This is an optimization exercise on Yosys and OpenROAD, whose aim is small area, a short achievable clock period and few clock cycles per item, not a production implementation. The RTL was checked by simulation tests, not by an equivalence proof against the original design.

### config.mk
export PLATFORM = sky130hd
export DESIGN_NAME = misty1_core
export DESIGN_NICKNAME = misty1_core
export VERILOG_FILES = /design/flow/design.v
export SDC_FILE = /design/flow/constraint.sdc
export NUM_CORES = 4
export LEC_CHECK = 0
export CAP_MARGIN = 20
export CORE_MARGIN = 2
export CORE_UTILIZATION = 30
export SLEW_MARGIN = 20
export SYNTH_MEMORY_MAX_BITS = 65536
### constraint.sdc
create_clock -name core_clock -period 22.0 [get_ports {clk}]
set_input_delay 4.4000 -clock core_clock [delete_from_list [all_inputs] [get_ports {clk}]]
set_output_delay 4.4000 -clock core_clock [all_outputs]
set_load 0.01 [all_outputs]
### design.v
module misty1_s7 (
    input  wire [6:0] idx,
    output wire [6:0] val
);
    assign val[0] = ~((idx[0] ^ ((idx[0] & (((idx[3] & idx[4]) ^ (idx[2] & idx[5])) ^ ((idx[1] & idx[6]) ^ (idx[5] & idx[6])))) ^ (idx[1] & (idx[3] ^ idx[5])))) ^ ((idx[2] & idx[6]) ^ ((idx[3] & (idx[5] & idx[6])) ^ (idx[4] & idx[5]))));
    assign val[1] = ~((idx[6] ^ (idx[0] & ((idx[2] ^ idx[4]) ^ (idx[6] ^ (idx[5] & idx[6]))))) ^ ((idx[1] & (idx[5] ^ (idx[4] & idx[6]))) ^ ((idx[2] & ((idx[4] & idx[5]) ^ (idx[3] & idx[6]))) ^ (idx[3] & (idx[4] ^ idx[6])))));
    assign val[2] = ((idx[4] ^ ((idx[0] & (((idx[2] & idx[3]) ^ (idx[1] & idx[4])) ^ (idx[5] ^ ((idx[4] & idx[5]) ^ (idx[3] & idx[6]))))) ^ (idx[1] & (idx[2] ^ (idx[4] ^ idx[6]))))) ^ ((idx[2] & (idx[4] & idx[6])) ^ ((idx[3] & ((idx[4] & idx[5]) ^ idx[6])) ^ (idx[4] & idx[6]))));
    assign val[3] = ~((idx[0] ^ (idx[1] ^ (idx[0] & ((idx[1] & idx[2]) ^ (idx[3] ^ (idx[4] & idx[6])))))) ^ ((idx[1] & ((idx[4] & idx[5]) ^ (idx[3] & idx[6]))) ^ ((idx[2] & (idx[4] ^ idx[6])) ^ (idx[5] & idx[6]))));
    assign val[4] = ~((idx[5] ^ (idx[0] & (idx[4] ^ (idx[3] & idx[5])))) ^ ((idx[1] & (((idx[3] & idx[4]) ^ (idx[2] & idx[5])) ^ (idx[6] ^ (idx[5] & idx[6])))) ^ ((idx[2] & (idx[3] ^ idx[5])) ^ (idx[4] & (idx[5] & idx[6])))));
    assign val[5] = ((idx[0] ^ (idx[1] ^ idx[2])) ^ (((idx[0] & (((idx[1] & idx[2]) ^ (idx[3] ^ (idx[2] & idx[4]))) ^ (idx[5] ^ ((idx[1] & idx[5]) ^ idx[6])))) ^ (idx[1] & ((idx[2] & idx[3]) ^ idx[4]))) ^ ((idx[2] & (idx[5] & idx[6])) ^ (idx[3] & idx[5]))));
    assign val[6] = ((idx[3] ^ ((idx[0] & ((idx[1] ^ idx[3]) ^ (idx[5] ^ (idx[3] & idx[6])))) ^ (idx[1] & ((idx[3] & idx[5]) ^ (idx[6] ^ (idx[2] & idx[6])))))) ^ ((idx[2] & ((idx[3] & idx[4]) ^ (idx[5] ^ (idx[5] & idx[6])))) ^ ((idx[3] & idx[5]) ^ (idx[4] & idx[6]))));
endmodule
module misty1_s9 (
    input  wire [8:0] idx,
    output wire [8:0] val
);
    assign val[0] = 1'b1 ^ (idx[0] & idx[4]) ^ (idx[0] & idx[5]) ^ (idx[1] & idx[5]) ^ (idx[1] & idx[6]) ^ (idx[2] & idx[6]) ^ (idx[2] & idx[7]) ^ (idx[3] & idx[7]) ^ (idx[3] & idx[8]) ^ (idx[4] & idx[8]);
    assign val[1] = 1'b1 ^ (idx[0] & idx[2]) ^ idx[3] ^ (idx[1] & idx[3]) ^ (idx[2] & idx[3]) ^ (idx[3] & idx[4]) ^ (idx[4] & idx[5]) ^ (idx[0] & idx[6]) ^ (idx[2] & idx[6]) ^ idx[7] ^ (idx[0] & idx[8]) ^ (idx[3] & idx[8]) ^ (idx[5] & idx[8]);
    assign val[2] = (idx[0] & idx[1]) ^ (idx[1] & idx[3]) ^ idx[4] ^ (idx[0] & idx[4]) ^ (idx[2] & idx[4]) ^ (idx[3] & idx[4]) ^ (idx[4] & idx[5]) ^ (idx[0] & idx[6]) ^ (idx[5] & idx[6]) ^ (idx[1] & idx[7]) ^ (idx[3] & idx[7]) ^ idx[8];
    assign val[3] = idx[0] ^ (idx[1] & idx[2]) ^ (idx[2] & idx[4]) ^ idx[5] ^ (idx[1] & idx[5]) ^ (idx[3] & idx[5]) ^ (idx[4] & idx[5]) ^ (idx[5] & idx[6]) ^ (idx[1] & idx[7]) ^ (idx[6] & idx[7]) ^ (idx[2] & idx[8]) ^ (idx[4] & idx[8]);
    assign val[4] = idx[1] ^ (idx[0] & idx[3]) ^ (idx[2] & idx[3]) ^ (idx[0] & idx[5]) ^ (idx[3] & idx[5]) ^ idx[6] ^ (idx[2] & idx[6]) ^ (idx[4] & idx[6]) ^ (idx[5] & idx[6]) ^ (idx[6] & idx[7]) ^ (idx[2] & idx[8]) ^ (idx[7] & idx[8]);
    assign val[5] = idx[2] ^ (idx[0] & idx[3]) ^ (idx[1] & idx[4]) ^ (idx[3] & idx[4]) ^ (idx[1] & idx[6]) ^ (idx[4] & idx[6]) ^ idx[7] ^ (idx[3] & idx[7]) ^ (idx[5] & idx[7]) ^ (idx[6] & idx[7]) ^ (idx[0] & idx[8]) ^ (idx[7] & idx[8]);
    assign val[6] = 1'b1 ^ (idx[0] & idx[1]) ^ idx[3] ^ (idx[1] & idx[4]) ^ (idx[2] & idx[5]) ^ (idx[4] & idx[5]) ^ (idx[2] & idx[7]) ^ (idx[5] & idx[7]) ^ idx[8] ^ (idx[0] & idx[8]) ^ (idx[4] & idx[8]) ^ (idx[6] & idx[8]) ^ (idx[7] & idx[8]);
    assign val[7] = 1'b1 ^ idx[1] ^ (idx[0] & idx[1]) ^ (idx[1] & idx[2]) ^ (idx[2] & idx[3]) ^ (idx[0] & idx[4]) ^ idx[5] ^ (idx[1] & idx[6]) ^ (idx[3] & idx[6]) ^ (idx[0] & idx[7]) ^ (idx[4] & idx[7]) ^ (idx[6] & idx[7]) ^ (idx[1] & idx[8]);
    assign val[8] = 1'b1 ^ idx[0] ^ (idx[0] & idx[1]) ^ (idx[1] & idx[2]) ^ idx[4] ^ (idx[0] & idx[5]) ^ (idx[2] & idx[5]) ^ (idx[3] & idx[6]) ^ (idx[5] & idx[6]) ^ (idx[0] & idx[7]) ^ (idx[0] & idx[8]) ^ (idx[3] & idx[8]) ^ (idx[6] & idx[8]);
endmodule
module misty1_fi (
    input  wire [15:0] x,
    input  wire [15:0] ki,
    output wire [15:0] y
);
    wire [8:0] s9a_out, s9b_out;
    wire [6:0] s7_out;
    misty1_s9 u_s9a (.idx(x[15:7]), .val(s9a_out));
    wire [8:0] d9_a = s9a_out ^ {2'b00, x[6:0]};
    misty1_s7 u_s7 (.idx(x[6:0]), .val(s7_out));
    wire [6:0] d7_b = s7_out ^ d9_a[6:0];
    wire [6:0] d7_c = d7_b ^ ki[15:9];
    wire [8:0] d9_d = d9_a ^ ki[8:0];
    misty1_s9 u_s9b (.idx(d9_d), .val(s9b_out));
    wire [8:0] d9_e = s9b_out ^ {2'b00, d7_c};
    assign y = {d7_c, d9_e};
endmodule
module misty1_fl (
    input  wire [31:0] x,
    input  wire [15:0] ka,
    input  wire [15:0] ko,
    input  wire        dec,
    output wire [31:0] y
);
    wire [15:0] x0 = x[31:16];
    wire [15:0] x1 = x[15:0];
    wire [15:0] y0 = x0 ^ ((x1 ^ (x0 & ka & {16{~dec}})) | ko);
    wire [15:0] y1 = x1 ^ (ka & (x0 ^ ((x1 | ko) & {16{dec}})));
    assign y = {y0, y1};
endmodule
module misty1_core (
    input  wire         clk,
    input  wire         rst,           
    input  wire         cmd_valid,
    output wire         cmd_ready,
    input  wire [1:0]   cmd_op,
    input  wire [7:0]   cmd_klen,
    input  wire [127:0] cmd_key,
    input  wire [63:0]  cmd_din,
    output reg          rsp_valid,
    output reg  [1:0]   rsp_status,
    output reg  [7:0]   rsp_info,
    output reg  [63:0]  rsp_dout
);
    reg  [127:0] ekr, ekx, kbuf;
    reg          kv;
    wire [15:0]  K [0:7];
    wire [15:0]  X [0:7];
    wire [15:0]  N [0:7];
    wire [15:0]  xnew [0:7];       
    genvar i;
    generate
        for (i = 0; i < 8; i = i + 1) begin : g_kw
            assign K[i] = ekr[127 - 16*i -: 16];
            assign X[i] = ekx[127 - 16*i -: 16];
            assign N[i] = kbuf[127 - 16*i -: 16];
        end
    endgenerate
    function [2:0] m8(input integer v);
        m8 = v % 8;
    endfunction
    reg        rdy;                
    reg        waiting;            
    reg        expand;             
    reg [1:0]  pop;                
    reg [7:0]  pklen;
    assign cmd_ready = rdy;
    wire acc     = cmd_valid & rdy;
    wire to_pipe = acc & cmd_op[1] & kv;
    wire [4:0]   cv;
    wire [19:0]  cm;
    wire [159:0] cp, crf;
    wire [3:0]   av, bv;           
    reg        in_v;
    reg [3:0]  in_m;
    reg [31:0] in_p, in_rf;
    wire       idec = cmd_op[0];
    wire [31:0] in_lf, in_rfw;
    misty1_fl u_in_fll (.x(cmd_din[63:32]), .dec(idec),
        .ka(idec ? X[6] : K[0]), .ko(idec ? K[0] : X[6]), .y(in_lf));
    misty1_fl u_in_flr (.x(cmd_din[31:0]), .dec(idec),
        .ka(idec ? K[4] : X[2]), .ko(idec ? X[2] : K[4]), .y(in_rfw));
    always @(posedge clk) begin
        in_p  <= in_lf ^ (idec ? {K[7], K[1]} : {K[0], K[2]});
        in_rf <= in_rfw;
        if (rst) begin
            in_v <= 1'b0;
            in_m <= 4'b1100;
        end else begin
            in_v <= to_pipe;
            in_m <= {~(to_pipe & ~idec), ~(to_pipe & idec),
                     to_pipe & ~idec, to_pipe & idec};
        end
    end
    assign cv[0]      = in_v;
    assign cm[3:0]    = in_m;
    assign cp[31:0]   = in_p;
    assign crf[31:0]  = in_rf;
    wire empty = ~((|cv[3:0]) | (|av) | (|bv));
    genvar p;
    generate
        for (p = 0; p < 4; p = p + 1) begin : g_pair
            localparam integer QA = 2*p;        
            localparam integer DA = 7 - 2*p;    
            localparam integer QB = 2*p + 1;    
            localparam integer DB = 6 - 2*p;    
            wire        sv  = cv[p];
            wire [3:0]  sm  = cm[4*p +: 4];
            wire [3:0]  sd  = {sm[3], ~sm[2], ~sm[1], sm[0]};
            wire [31:0] sp  = cp[32*p +: 32];
            wire [31:0] srf = crf[32*p +: 32];
            wire [15:0] fa1, fa2;
            misty1_fi u_fa1 (.x(sp[31:16]),
                             .ki(sd[0] ? X[m8(DA+5)] : X[m8(QA+5)]), .y(fa1));
            misty1_fi u_fa2 (.x(sp[15:0]),
                             .ki(sd[1] ? X[m8(DA+1)] : X[m8(QA+1)]), .y(fa2));
            wire [15:0] ko2a = sd[2] ? K[m8(DA+2)] : K[m8(QA+2)];
            wire [15:0] ko4a = sd[2] ? K[m8(DA+4)] : K[m8(QA+4)];
            wire [15:0] ko3a = sd[3] ? K[m8(DA+7)] : K[m8(QA+7)];
            wire [15:0] ko1b = sd[3] ? K[m8(DB)]   : K[m8(QB)];
            wire [15:0] aa = fa1 ^ sp[15:0] ^ ko2a;
            wire [15:0] ba = fa2 ^ aa;
            wire [15:0] rh = srf[31:16] ^ ba ^ ko4a;
            reg        a_v;
            reg [3:0]  a_m;
            reg [15:0] a_q3, a_q1, a_rlb;
            reg [31:0] a_lc;
            always @(posedge clk) begin
                if (rst) begin
                    a_v <= 1'b0;
                    a_m <= 4'b1100;
                end else begin
                    a_v <= sv;
                    a_m <= sm;
                end
                a_q3  <= aa ^ ko3a;
                a_q1  <= sv ? rh ^ ko1b : N[QB];
                a_rlb <= srf[15:0] ^ ba;
                a_lc  <= sp;
            end
            assign av[p] = a_v;
            wire [3:0] ad = {a_m[3], ~a_m[2], ~a_m[1], a_m[0]};
            wire [15:0] fa3, fb1;
            misty1_fi u_fa3 (.x(a_q3),
                             .ki(ad[0] ? X[m8(DA+3)] : X[m8(QA+3)]), .y(fa3));
            misty1_fi u_fb1 (.x(a_q1),
                             .ki(!a_v ? N[m8(QB+1)] :
                                 ad[1] ? X[m8(DB+5)] : X[m8(QB+5)]), .y(fb1));
            assign xnew[QB] = fb1;
            wire [15:0] ko2b_b = ad[2] ? K[m8(DB+2)] : K[m8(QB+2)];
            wire [15:0] ko3b_b = ad[3] ? K[m8(DB+7)] : K[m8(QB+7)];
            wire [15:0] rl = a_rlb ^ fa3;
            wire [15:0] ab = fb1 ^ rl;
            reg        b_v;
            reg [3:0]  b_m;
            reg [15:0] b_s2, b_s3, b_q1;
            reg [31:0] b_lc;
            always @(posedge clk) begin
                if (rst) begin
                    b_v <= 1'b0;
                    b_m <= 4'b1100;
                end else begin
                    b_v <= a_v;
                    b_m <= a_m;
                end
                b_s2 <= rl ^ ko2b_b;
                b_s3 <= a_v ? ab ^ ko3b_b : N[QA];
                b_q1 <= a_q1;
                b_lc <= a_lc;
            end
            assign bv[p] = b_v;
            wire [3:0] bd = {b_m[3], ~b_m[2], ~b_m[1], b_m[0]};
            wire [15:0] fb2, fb3;
            misty1_fi u_fb2 (.x(b_s2),
                             .ki(bd[0] ? X[m8(DB+1)] : X[m8(QB+1)]), .y(fb2));
            misty1_fi u_fb3 (.x(b_s3),
                             .ki(!b_v ? N[m8(QA+1)] :
                                 bd[1] ? X[m8(DB+3)] : X[m8(QB+3)]), .y(fb3));
            assign xnew[QA] = fb3;
            wire [31:0] lf = b_lc ^ (bd[2] ? {K[m8(DA)], K[m8(DA+2)]}
                                           : {K[m8(QA)], K[m8(QA+2)]});
            wire [31:0] rn = {b_q1, b_s2} ^ (bd[2] ? {K[m8(DB)], K[m8(DB+2)]}
                                                  : {K[m8(QB)], K[m8(QB+2)]});
            wire [15:0] ab_c = b_s3 ^ (bd[3] ? K[m8(DB+7)] : K[m8(QB+7)]);
            wire [15:0] ko4b = bd[3] ? K[m8(DB+4)] : K[m8(QB+4)];
            wire [15:0] bb = fb2 ^ ab_c;
            wire [31:0] ln = {lf[31:16] ^ bb ^ ko4b, lf[15:0] ^ bb ^ fb3};
            localparam integer P1 = p + 1;
            wire [31:0] lfn, rfn;
            misty1_fl u_fll (.x(ln), .dec(bd[3]),
                .ka(bd[3] ? X[m8(6-P1+8)] : K[m8(P1)]),
                .ko(bd[3] ? K[m8(8-P1)]   : X[m8(P1+6)]), .y(lfn));
            misty1_fl u_flr (.x(rn), .dec(bd[2]),
                .ka(bd[2] ? K[m8(4-P1+8)] : X[m8(P1+2)]),
                .ko(bd[2] ? X[m8(10-P1)]  : K[m8(P1+4)]), .y(rfn));
            if (p < 3) begin : g_c
                localparam integer QN = 2*p + 2;
                localparam integer DN = 5 - 2*p;
                reg        c_v;
                reg [3:0]  c_m;
                reg [31:0] c_p, c_rf;
                always @(posedge clk) begin
                    if (rst) begin
                        c_v <= 1'b0;
                        c_m <= 4'b1100;
                    end else begin
                        c_v <= b_v;
                        c_m <= b_m;
                    end
                    c_p  <= lfn ^ (bd[3] ? {K[m8(DN)], K[m8(DN+2)]}
                                         : {K[m8(QN)], K[m8(QN+2)]});
                    c_rf <= rfn;
                end
                assign cv[p+1]             = c_v;
                assign cm[4*(p+1) +: 4]    = c_m;
                assign cp[32*(p+1) +: 32]  = c_p;
                assign crf[32*(p+1) +: 32] = c_rf;
            end else begin : g_out
                assign cv[4]         = 1'b0;
                assign cm[19:16]     = 4'b1100;
                assign cp[159:128]   = 32'd0;
                assign crf[159:128]  = 32'd0;
                always @(posedge clk)
                    rsp_dout <= {rfn, lfn};
            end
        end
    endgenerate
    wire       pbad  = (pop == 2'd1) && (pklen != 8'd16);
    wire       pkey  = (pop == 2'd1) && (pklen == 8'd16);
    wire [1:0] pstat = pbad ? 2'd1 : pop[1] ? 2'd2 : 2'd0;
    wire [7:0] pinfo = pbad ? pklen : (pop == 2'd0) ? 8'd8 : 8'd0;
    wire       done  = waiting & empty;
    always @(posedge clk) begin
        if (!waiting) begin           
            kbuf  <= cmd_key;
            pop   <= cmd_op;
            pklen <= cmd_klen;
        end
        if (done && pkey)
            ekr <= kbuf;
        if (expand)
            ekx <= {xnew[0], xnew[1], xnew[2], xnew[3],
                    xnew[4], xnew[5], xnew[6], xnew[7]};
        rsp_status <= done ? pstat : 2'd0;
        rsp_info   <= done ? pinfo : 8'd0;
        if (rst) begin
            rdy       <= 1'b1;
            waiting   <= 1'b0;
            expand    <= 1'b0;
            kv        <= 1'b0;
            rsp_valid <= 1'b0;
        end else begin
            rsp_valid <= done | bv[3];
            expand    <= done & pkey;
            if (done) begin
                waiting <= 1'b0;
                rdy     <= ~pkey;
                if (pkey)
                    kv <= 1'b1;
            end else if (expand) begin
                rdy <= 1'b1;
            end else if (acc && !(cmd_op[1] && kv)) begin
                waiting <= 1'b1;
                rdy     <= 1'b0;
            end
        end
    end
endmodule
### flow/run.sh
#!/bin/bash
# Layout: the standard flow (standard.sh, unchanged synthesis and steps),
# with every input and output port buffered by a sky130_fd_sc_hd__buf_4
# instead of the cell buffer_ports picks by default.
set -euo pipefail
export BUFFER_PORTS_ARGS="-buffer_cell sky130_fd_sc_hd__buf_4"
bash standard.sh finish > standard_flow.log 2>&1
### standard.sh
#!/bin/bash
# synth_recipe.tcl (not shown) runs the flow's synth.tcl, then flattens the netlist and writes it again
# the make line also repeats each setting of config.mk as NAME=value (left out here)
make -C /OpenROAD-flow-scripts/flow DESIGN_CONFIG=/design/flow/config.mk WORK_HOME=/design/flow/orfs CLKGATE_MAP_FILE= SYNTH_SCRIPT=/design/flow/synth_recipe.tcl "${@:-finish}"
==> summary.md, run 1 <==
| Metric | Value |
|---|---|
| Maxcap violations | `3` |
| Final Slew Violations | `4` |
| Reg2reg setup slack | `15560 ps` |
| Filler Cell Count | `55.94k` |
| Count of distinct cell types in the synthesized netlist | `112` |
| Hold_buf cts | `0` |
| Post-Syn Area | `0.1599 sq mm` |
| Hold Crit Class | `reg -> reg` |
| Setup Viol. Count Final | `0` |
| Final nets | `19.61k` |
| Post-synthesis sequential area ratio | `0.2035` |
| TritonCTS Buffers | `194` |
| Routed wire length | `955800 microns` |
| Status | `failed layout checks` |
| WHS Path Cells | `0` |
| Vias | `160.4k` |
| Commonest cells after routing, fill and taps aside | `xnor2_1 (4065), nand2_1 (2005), mux2i_1 (1515), xor2_1 (1333), buf_4 (1125)` |
| EDFF count, synth | `394` |
| Worst-margin pin slew | `1505 ps` |
| WL/cell | `35.80 microns` |
| Starting density of the core | `0.3007` |
| Async set-reset flop share out of synthesis | `0` |
| Post-Place Cells | `26.10k` |
| Non-Filler Instances | `26.70k` |
| H-tree depth | `4` |
| Die ar. | `0.5390 sq mm` |
| Final TNS setup | `0 ps` |
| # clock sinks | `1429` |
| GP Congestion | `1.123` |
| CTS tree | `done` |
| Top delay family on crit path | `XOR/XNOR gates` |
| RSZ-0062 raised after global routing | `no` |
| Die width | `734.2 microns` |
| Post-Syn Instances | `19.73k` |
| Clk_skew | `121.3 ps` |
| PortBufs | `280` |
| Final worst slack | `15560 ps` |
| Syn_area_per_cell | `8.108 sq um` |
| Initial antenna violation count | `188` |
| CP required | `22690 ps` |
| Final Hold Vio Count | `0` |
| CP max stage cell | `xnor2_2` |
| Worst path bufs/invs | `1` |
| GRT Overall Usage | `0.3357` |
| DRC Markers | `0` |
| Site Rows | `268` |
| Crit Path Category | `reg -> reg` |
| Yosys reg bits | `1429` |
| Worst path most repeated cell | `xnor2_1` |
| Syn_nets | `20.05k` |
| Setup repair bufs after CTS | `0` |
| Post-CTS Resized | `0` |
| Layout cells sized above 1 | `0.09749` |
| Synth Flop Type | `dfxtp_1` |
| CP Capture Type | `flip-flop` |
| Drt pass-1 iters | `10` |
| Maximum number of pins on one net before global-route repair | `107` |
| Critical-path cell list | `xor2_1 -> nand2b_1 -> xnor2_1 -> mux2i_1 -> xnor3_1 -> xnor2_2 -> mux2i_1 -> a22oi_1 -> xnor2_1 -> buf_4 -> xnor2_1 -> a21oi_1 -> xor2_1 -> o21ai_0 -> xnor2_2` |
| Vias/cell | `6.008` |
| Max_slew headroom | `-0.01069` |
| Reg2Reg Depth | `15` |
| Grt ovf | `0` |
| Die Span Y | `734.2 microns` |
| Buffers from clock root to sink, at most | `4` |
| Minimum clock period | `6438 ps` |
| Leading cell type in the layout, fill and taps excluded | `xnor2_1` |
| Worst-path clk slew | `60 ps` |
| Std-Cell Core Area | `0.5318 sq mm` |
| First-pass GRT wire length | `1243000 microns` |
| WP depth | `15` |
| I/O Pins | `281` |
| Vias in the first global route | `136.9k` |
| CP max stage delay | `1170 ps` |
| Pre-CTS setup slack | `15100 ps` |
| ANT nets after route | `4` |
| DP HPWL | `704300 microns` |
| CP max FO | `17` |
| Layout area overhead | `11.46%` |
| Worst skew pair latency | `1050 ps` |
| Crit share post-route | `0.2926` |
| DR iter-0 viols | `26.79k` |
| Layout check failures | `antenna violations, max-capacitance violations, max-slew violations` |
| CTS root buffer | `clkbuf_16` |
| Max frequency | `155.3 MHz` |
| YS warnings | `1` |
| CP Launch Type | `flip-flop` |
| CP arrival | `7130 ps` |
[sequential cells by signal, indices dropped and copies added (netlist names), 96 cells and up]
register,flops
kbuf,128
g_pair.g_c.c_p,96
g_pair.a_lc,128
ekr,128
g_pair.b_lc,128
g_pair.g_c.c_rf,96
ekx,128
[layout make-up]
class	instances	area (sq um)	share of cell area
Antenna cell	231	578.1	0.003243
Clock buffer	263	5605	0.03144
Clock inverter	98	1161	0.006513
Inverter	373	1409	0.007903
Multi-Input combinational cell	16147	119400	0.6700
Sequential cell	1429	32610	0.1829
Tap cell	7020	8783	0.04927
Timing Repair Buffer	1139	8685	0.04872
[cells by family after synthesis]
family	after synthesis	share of synthesized area
XOR/XNOR	5769	0.3396
AND/OR/NAND/NOR	4769	0.1382
AO/OA/AOI/OAI	3800	0.1479
buffers and inverters	2151	0.05420
multiplexers	1660	0.1054
flip-flops	1429	0.2035
adder cells (fa/ha/maj)	149	0.01120
[per-stage QoR]
step / util / hold slack, ps / area [sq um]
finish: 0.3352 / 284.6 / 178300
global route: 0.3342 / 283.2 / 177800
CTS: 0.3336 / 285.5 / 177400
detailed placement: 0.3209 / 312.1 / 170700
global placement: 0.3206 / 309.6 / 170500
floorplan: - / 309.6 / 159900
[final timing paths]
check / startpoint / endpoint
min: g_pair[1].a_lc[8] / g_pair[1].b_lc[8]
max: g_pair[2].b_s2[11] / g_pair[2].g_c.c_p[21]
max reg2reg: g_pair[2].b_s2[11] / g_pair[2].g_c.c_p[21]
min reg2reg: g_pair[1].a_lc[8] / g_pair[1].b_lc[8]
[layer usage]
layer	wire (microns)	part of all wire	GRT usage
met4	98720	0.10	0.2969
met5	1277	0.0013	0.01155
met2	368600	0.39	0.4472
met3	135100	0.14	0.1480
met1	352200	0.37	0.4025
[synthesized netlist by cell type (120+ instances only)]
master | number | area share
ha_1 | 120 | 0.0094
nor3_1 | 227 | 0.0071
xor2_1 | 1348 | 0.074
a211oi_1 | 129 | 0.0061
inv_1 | 351 | 0.0082
o22ai_1 | 178 | 0.0070
nand3_1 | 275 | 0.0086
xnor3_1 | 212 | 0.030
and3_1 | 120 | 0.0047
buf_1 | 240 | 0.0056
dfxtp_1 | 1035 | 0.13
nand2_1 | 2005 | 0.047
xnor2_1 | 4132 | 0.23
clkbuf_1 | 1176 | 0.028
mux2i_1 | 1518 | 0.095
o211ai_1 | 191 | 0.0090
a22oi_1 | 135 | 0.0063
mux2_2 | 136 | 0.0096
nand2b_1 | 274 | 0.011
edfxtp_1 | 394 | 0.074
a21oi_1 | 1105 | 0.035
buf_2 | 310 | 0.0097
o21ai_0 | 1086 | 0.034
nor2b_1 | 316 | 0.012
nor2_1 | 1028 | 0.024
Testbench counts, summed over its fixed seeds: cycles 2,504, items 2,048.
==> run 2: changes to the inputs <==
--- a/design.v
+++ b/design.v
@@ -142,2 +142,3 @@
                              .ki(sd[1] ? X[m8(DA+1)] : X[m8(QA+1)]), .y(fa2));
+            wire [15:0] ko1a = sd[2] ? K[m8(DA)]   : K[m8(QA)];
             wire [15:0] ko2a = sd[2] ? K[m8(DA+2)] : K[m8(QA+2)];
@@ -164,3 +165,3 @@
                 a_rlb <= srf[15:0] ^ ba;
-                a_lc  <= sp;
+                a_lc  <= sp ^ {ko1a, ko2a};   
             end
@@ -194,3 +195,3 @@
                 b_q1 <= a_q1;
-                b_lc <= a_lc;
+                b_lc <= a_lc ^ {ab, ab};   
             end
@@ -205,10 +206,6 @@
             assign xnew[QA] = fb3;
-            wire [31:0] lf = b_lc ^ (bd[2] ? {K[m8(DA)], K[m8(DA+2)]}
-                                           : {K[m8(QA)], K[m8(QA+2)]});
             wire [31:0] rn = {b_q1, b_s2} ^ (bd[2] ? {K[m8(DB)], K[m8(DB+2)]}
                                                   : {K[m8(QB)], K[m8(QB+2)]});
-            wire [15:0] ab_c = b_s3 ^ (bd[3] ? K[m8(DB+7)] : K[m8(QB+7)]);
             wire [15:0] ko4b = bd[3] ? K[m8(DB+4)] : K[m8(QB+4)];
-            wire [15:0] bb = fb2 ^ ab_c;
-            wire [31:0] ln = {lf[31:16] ^ bb ^ ko4b, lf[15:0] ^ bb ^ fb3};
+            wire [31:0] ln = {b_lc[31:16] ^ fb2 ^ ko4b, b_lc[15:0] ^ fb2 ^ fb3};
             localparam integer P1 = p + 1;
--- a/config.mk
+++ b/config.mk
@@ -7,6 +7,6 @@
 export LEC_CHECK = 0
-export CAP_MARGIN = 20
+export CAP_MARGIN = 40
 export CORE_MARGIN = 2
 export CORE_UTILIZATION = 30
-export SLEW_MARGIN = 20
+export SLEW_MARGIN = 40
 export SYNTH_MEMORY_MAX_BITS = 65536
==> summary.md, run 2 <==
| Metric | Value |
|---|---|
| Post-Syn Instances | `19.50k` |
| Die ar. | `0.5276 sq mm` |
| Setup repair bufs after CTS | `0` |
| CTS tree | `done` |
| # clock sinks | `1429` |
| Top post-synthesis cells by count | `xnor2_1 (4309), nand2_1 (2105), mux2i_1 (1383)` |
| Post-Place Cells | `25.71k` |
| Routed wire length | `839100 microns` |
| EDFF count, synth | `394` |
| Grt ovf | `0` |
| Final worst slack | `15890 ps` |
| Layout area overhead | `11.42%` |
| DRC Markers | `0` |
| Leading cell type in the layout, fill and taps excluded | `xnor2_1` |
| Final Hold Vio Count | `0` |
| Critical-path cell list | `buf_4` |
| I/O Pins | `281` |
| Minimum clock period | `6112 ps` |
| Crit Path Category | `reg -> out` |
| Top post-synthesis cells by area | `xnor2_1 (24%), dfxtp_1 (13%), mux2i_1 (8.8%)` |
| DR iter-0 viols | `27.34k` |
| CP Capture Type | `primary output` |
| Final Slew Violations | `0` |
| Maxcap violations | `0` |
| Top-count cell post-synth | `xnor2_1` |
| CP arrival | `1710 ps` |
| Non-Filler Instances | `26.29k` |
| Max frequency | `163.6 MHz` |
| Vias/cell | `5.891` |
| Worst hold start | `g_pair[1].g_c.c_rf[11]` |
| Post-synthesis sequential area ratio | `0.2080` |
| Die Span Y | `726.3 microns` |
| Initial antenna violation count | `179` |
| Yosys reg bits | `1429` |
| Worst reg2reg endpoint | `g_pair[1].g_c.c_p[21]` |
| Max_slew headroom | `0.2102` |
| RR Startpoint | `ekx[14]` |
| CP max stage cell | `dfxtp_1` |
| YS warnings | `1` |
| Post-CTS Resized | `0` |
| TritonCTS Buffers | `169` |
| First-pass GRT wire length | `1114000 microns` |
| CTS root buffer | `clkbuf_16` |
| Multi-input logic area | `0.1170 sq mm` |
| Layout check failures | `antenna violations` |
| Area leader, netlist | `xnor2_1` |
| Vias | `154.9k` |
| Layout cells sized above 1 | `0.1017` |
| Commonest cells after routing, fill and taps aside | `xnor2_1 (4184), nand2_1 (2105), mux2i_1 (1369), xor2_1 (1286), o21ai_0 (1094)` |
| Worst path bufs/invs | `1` |
| Top delay family on crit path | `flip-flops` |
| ANT nets after route | `1` |
| Final TNS setup | `0 ps` |
| Crit path from | `rsp_dout[19]` |
| Count of distinct cell types in the synthesized netlist | `114` |
| Final nets | `19.28k` |
| Post-synth top area share | `0.2411` |
| CP max stage delay | `550 ps` |
| H-tree depth | `4` |
| Die width | `726.3 microns` |
| DP HPWL | `592800 microns` |
| Filler Cell Count | `54.03k` |
| Reg2Reg Depth | `15` |
| Maximum number of pins on one net before global-route repair | `97` |
| Post-Syn Area | `0.1565 sq mm` |
| Syn_nets | `19.83k` |
| Pre-CTS setup slack | `15770 ps` |
| Vias in the first global route | `129.8k` |
| Synth Flop Type | `dfxtp_1` |
| Starting density of the core | `0.3009` |
| Site Rows | `265` |
| GP Congestion | `1.112` |
| CP max FO | `1` |
| Clk_skew | `163.1 ps` |
| Async set-reset flop share out of synthesis | `0` |
| Syn_area_per_cell | `8.026 sq um` |
| CP required | `17600 ps` |
| Std-Cell Core Area | `0.5202 sq mm` |
| Setup crit end | `rsp_dout[19]` |
| RSZ-0062 raised after global routing | `no` |
| Reg2reg setup slack | `16030 ps` |
| Hold_buf cts | `0` |
| Crit share post-route | `0.2778` |
| Setup Viol. Count Final | `0` |
| PortBufs | `280` |
| Worst skew pair latency | `1000 ps` |
| Hold Crit Class | `reg -> reg` |
| Status | `failed layout checks` |
| WP depth | `1` |
| Worst-path clk slew | `60 ps` |
| Buffers from clock root to sink, at most | `4` |
| CP Launch Type | `flip-flop` |
| WL/cell | `31.92 microns` |
| Drt pass-1 iters | `10` |
| GRT Overall Usage | `0.3026` |
| FF+latch area | `0.03272 sq mm` |
| Worst-margin pin slew | `1176 ps` |
==> run 2: cell count changes in the layout (fill, tap and decap cells not counted), sizes merged, moves of 50 or more <==
cell    before   now
xnor3      215   108
mux2i     1519  1383
a21oi     1105  1047
xnor2     4176  4338
nand2     2005  2106
buf       1137  1015
clkbuf     265   215
==> run 2: layout make-up <==
| class | instances | share of cell area |
|---|---|---|
| Antenna cell | 250 | 0.003587 |
| Clock buffer | 215 | 0.02702 |
| Clock inverter | 95 | 0.007038 |
| Inverter | 379 | 0.008200 |
| Multi-Input combinational cell | 15962 | 0.6710 |
| Sequential cell | 1429 | 0.1876 |
| Tap cell | 6942 | 0.04980 |
| Timing Repair Buffer | 1015 | 0.04577 |
==> run 2: how the worst min path moves through the flow <==
stage	slack (ps)	depth (start not counted)	to
2_1_floorplan	330	0	g_pair[0].b_q1[10]
4_1_cts	410	0	g_pair[1].b_q1[13]
3_5_place_dp	400	0	g_pair[1].b_q1[13]
5_1_grt	410	1	g_pair[2].a_rlb[11]
6_report	400	1	g_pair[2].a_rlb[11]
3_3_place_gp	400	0	g_pair[1].b_q1[13]
==> run 2: stage by stage <==
step | instance area [sq um] | util | hold WS [ps]
final | 174400 | 0.3352 | 396.5
after global routing | 173900 | 0.3343 | 406.1
after CTS | 173100 | 0.3326 | 408.0
after detailed placement | 167100 | 0.3212 | 396.6
after global placement | 166000 | 0.3191 | 402.1
after floorplan | 156500 | - | 325.8
==> run 2: cells by family (layout without fill, tap and decap cells) <==
kind of cell,after synthesis,in the layout,synth area share
other,0,250,0
AO/OA/AOI/OAI,3726,3726,0.1485
AND/OR/NAND/NOR,4733,4733,0.1386
flip-flops,1429,1429,0.2080
XOR/XNOR,5806,5806,0.3386
buffers and inverters,2112,1704,0.05455
adder cells (fa/ha/maj),150,150,0.01151
multiplexers,1547,1547,0.1003
==> run 2: layer usage <==
metal	vias up	part of all wire	GRT usage
met5	-	0.0014	0.01179
met4	86	0.12	0.2791
met3	3913	0.15	0.1596
met2	12884	0.38	0.3943
met1	72894	0.35	0.3494
li1	65090	-	-
Testbench counts of run 2, summed over its fixed seeds: cycles 2,504, items 2,048.
==> run 3: changes to the inputs <==
==> run.sh (new file) <==
#!/bin/bash
# synth_recipe.tcl (not shown) runs the flow's synth.tcl, then flattens the netlist and writes it again
# the make line also repeats each setting of config.mk as NAME=value (left out here)
make -C /OpenROAD-flow-scripts/flow DESIGN_CONFIG=/design/flow/config.mk WORK_HOME=/design/flow/orfs CLKGATE_MAP_FILE= SYNTH_SCRIPT=/design/flow/synth_recipe.tcl finish
--- a/config.mk
+++ b/config.mk
@@ -7,6 +7,6 @@
 export LEC_CHECK = 0
-export CAP_MARGIN = 40
+export CAP_MARGIN = 50
 export CORE_MARGIN = 2
-export CORE_UTILIZATION = 30
-export SLEW_MARGIN = 40
+export CORE_UTILIZATION = 40
+export SLEW_MARGIN = 50
 export SYNTH_MEMORY_MAX_BITS = 65536
removed: flow/run.sh
removed: standard.sh
==> summary.md, run 3 <==
| Metric | Value |
|---|---|
| Status | `failed layout checks` |
| Layout check failures | `antenna violations` |
| Post-Syn Area | `0.1565 sq mm` |
| Commonest cells after routing, fill and taps aside | `xnor2_1 (4096), nand2_1 (2105), mux2i_1 (1353), xor2_1 (1278), o21ai_0 (1088)` |
| Minimum clock period | `6335 ps` |
| Synth Flop Type | `dfxtp_1` |
| Layout area overhead | `11.45%` |
| I/O Pins | `281` |
| Setup Viol. Count Final | `0` |
| CP arrival | `1940 ps` |
| Die Span Y | `629.6 microns` |
| Grt ovf | `0` |
| GRT Overall Usage | `0.3919` |
| CP max stage delay | `580 ps` |
| Fin util | `0.4480` |
| Worst-path clk slew | `60 ps` |
| Final Slew Violations | `0` |
| Std-Cell Core Area | `0.3894 sq mm` |
| DRC Markers | `0` |
| Leading cell type in the layout, fill and taps excluded | `xnor2_1` |
| CTS root buffer | `clkbuf_16` |
| YS warnings | `1` |
| Syn_nets | `19.83k` |
| PortBufs | `280` |
| Post-Syn Instances | `19.50k` |
| CP Capture Type | `primary output` |
| Vias/cell | `6.263` |
| Filler Cell Count | `38.24k` |
| Vias in the first global route | `129.1k` |
| Final Hold Vio Count | `0` |
| Post-synthesis sequential area ratio | `0.2080` |
| Vias | `154.0k` |
| Hold_buf cts | `0` |
| Final nets | `19.34k` |
| H-tree depth | `4` |
| Count of distinct cell types in the synthesized netlist | `114` |
| First-pass GRT wire length | `1084000 microns` |
| Critical-path cell list | `clkdlybuf4s50_1` |
| Final hold slack | `395.9 ps` |
| DR iter-0 viols | `26.94k` |
| Max frequency | `157.9 MHz` |
| GP Congestion | `1.134` |
| CP max stage cell | `clkdlybuf4s50_1` |
| Pre-CTS setup slack | `15770 ps` |
| Yosys reg bits | `1429` |
| Layout cells sized above 1 | `0.1008` |
| Post-synth top area share | `0.2411` |
| Post-CTS Resized | `0` |
| # clock sinks | `1429` |
| Syn_area_per_cell | `8.026 sq um` |
| Worst path bufs/invs | `1` |
| CTS tree | `done` |
| Buffers from clock root to sink, at most | `4` |
| EDFF count, synth | `394` |
| RSZ-0062 raised after global routing | `no` |
| Initial antenna violation count | `157` |
| Clk_skew | `124.4 ps` |
| Top post-synthesis cells by area | `xnor2_1 (24%), dfxtp_1 (13%), mux2i_1 (8.8%)` |
| Site Rows | `229` |
| Hold Crit Class | `reg -> reg` |
| WL/cell | `32.98 microns` |
| Final worst slack | `15660 ps` |
| Final TNS setup | `0 ps` |
| Setup repair bufs after CTS | `0` |
| Crit Path Category | `reg -> out` |
| Die ar. | `0.3963 sq mm` |
| CP Launch Type | `flip-flop` |
| Max_slew headroom | `0.3691` |
| Worst skew pair latency | `1010 ps` |
| Top delay family on crit path | `buffers and inverters` |
| Maxcap violations | `0` |
| Area leader, netlist | `xnor2_1` |
| Crit share post-route | `0.2880` |
| ANT nets after route | `1` |
| Worst-margin pin slew | `920.1 ps` |
| Top-count cell post-synth | `xnor2_1` |
| DP HPWL | `580400 microns` |
| Maximum number of pins on one net before global-route repair | `100` |
| Top post-synthesis cells by count | `xnor2_1 (4309), nand2_1 (2105), mux2i_1 (1383)` |
| TritonCTS Buffers | `181` |
| Die width | `629.6 microns` |
| CP required | `17600 ps` |
| Routed wire length | `811300 microns` |
| CP max FO | `4` |
| Drt pass-1 iters | `12` |
| Starting density of the core | `0.4020` |
| Async set-reset flop share out of synthesis | `0` |
==> run 3: cell counts after synthesis <==
Identical to the previous run, type by type.
==> run 3: cells by family after synthesis <==
kind of cell / Yosys count / synth area share
flip-flops: 1429 / 0.2080
AO/OA/AOI/OAI: 3726 / 0.1485
buffers and inverters: 2112 / 0.05455
adder cells (fa/ha/maj): 150 / 0.01151
AND/OR/NAND/NOR: 4733 / 0.1386
multiplexers: 1547 / 0.1003
XOR/XNOR: 5806 / 0.3386
==> run 3: layer usage <==
layer	up-vias	track usage	wire length, microns
li1	65182	-	-
met1	72092	0.4623	288800
met2	12922	0.5043	304000
met3	3773	0.2044	127800
met4	71	0.3539	89080
met5	-	0.01413	1590
==> run 3: worst paths after layout <==
path / startpoint / endpoint / slack (ps) / cells past startpoint
setup / recovery: rdy / cmd_ready / 15660 / 1
hold / removal: g_pair[2].g_c.c_rf[11] / g_pair[3].a_rlb[11] / 400 / 1
setup reg to reg: ekx[100] / g_pair[0].g_c.c_p[5] / 16390 / 16
hold reg to reg: g_pair[2].g_c.c_rf[11] / g_pair[3].a_rlb[11] / 400 / 1
==> run 3: area by class of cell <==
type                            instances  area, sq um  area share
Antenna cell                          235        588.1    0.003371
Clock buffer                          259         5243     0.03005
Clock inverter                         75        915.9    0.005250
Inverter                              379         1431    0.008205
Multi-Input combinational cell      15962       117900      0.6759
Sequential cell                      1429        32840      0.1882
Tap cell                             5197         6502     0.03727
Timing Repair Buffer                 1061         9032     0.05178
==> run 3: worst reg2reg max path, delay by kind of cell (launching register included) <==
kind,cells,cell delay (ps)
flops,1,360
mux,3,540
buf+inv,3,710
xor+xnor,3,1720
compound gates,6,2120
simple gates,1,80
==> run 3: per-stage QoR <==
stage / area (sq um) / std cells
2_1_floorplan: 156500 / 19503
4_1_cts: 173000 / 24341
5_1_grt: 174000 / 24403
6_report: 174500 / 24597
3_3_place_gp: 164600 / 23966
3_5_place_dp: 166800 / 24007

## afterwards: timing with drivers on the ports
The results above use ideal ports. As a check the final layouts listed here were re-extracted and re-timed, cells and wires unchanged.
Step 1, drivers: a clkbuf_16 drives clk and a buf_2 each remaining input, both assumed.
Step 2, shift: input delay + t, output delay - t, t = (earliest + latest rising clock arrival at the registers) / 2. This alone moves slack from input paths to output paths.
Three values: ideal ports, drivers, drivers and shift; two values: the first two.
run	shift t [ns]	setup slack, ns	worst hold slack (ns)	worst setup path after step 2	pins driven straight from the clock port
run 1	1.121	15.562 / 15.562 / 14.994	0.285 / 0.285 / 0.285	input to register	1
run 2	1.055	15.888 / 15.755 / 15.805	0.397 / 0.397 / 0.397	input to register	1
run 3	1.074	15.665 / 15.539 / 15.915	0.396 / 0.396 / 0.396	input to register	1
For run 1, which loses most, drivers alone change the setup slack by 0.000 ns; drivers and shift together by -0.568 ns.
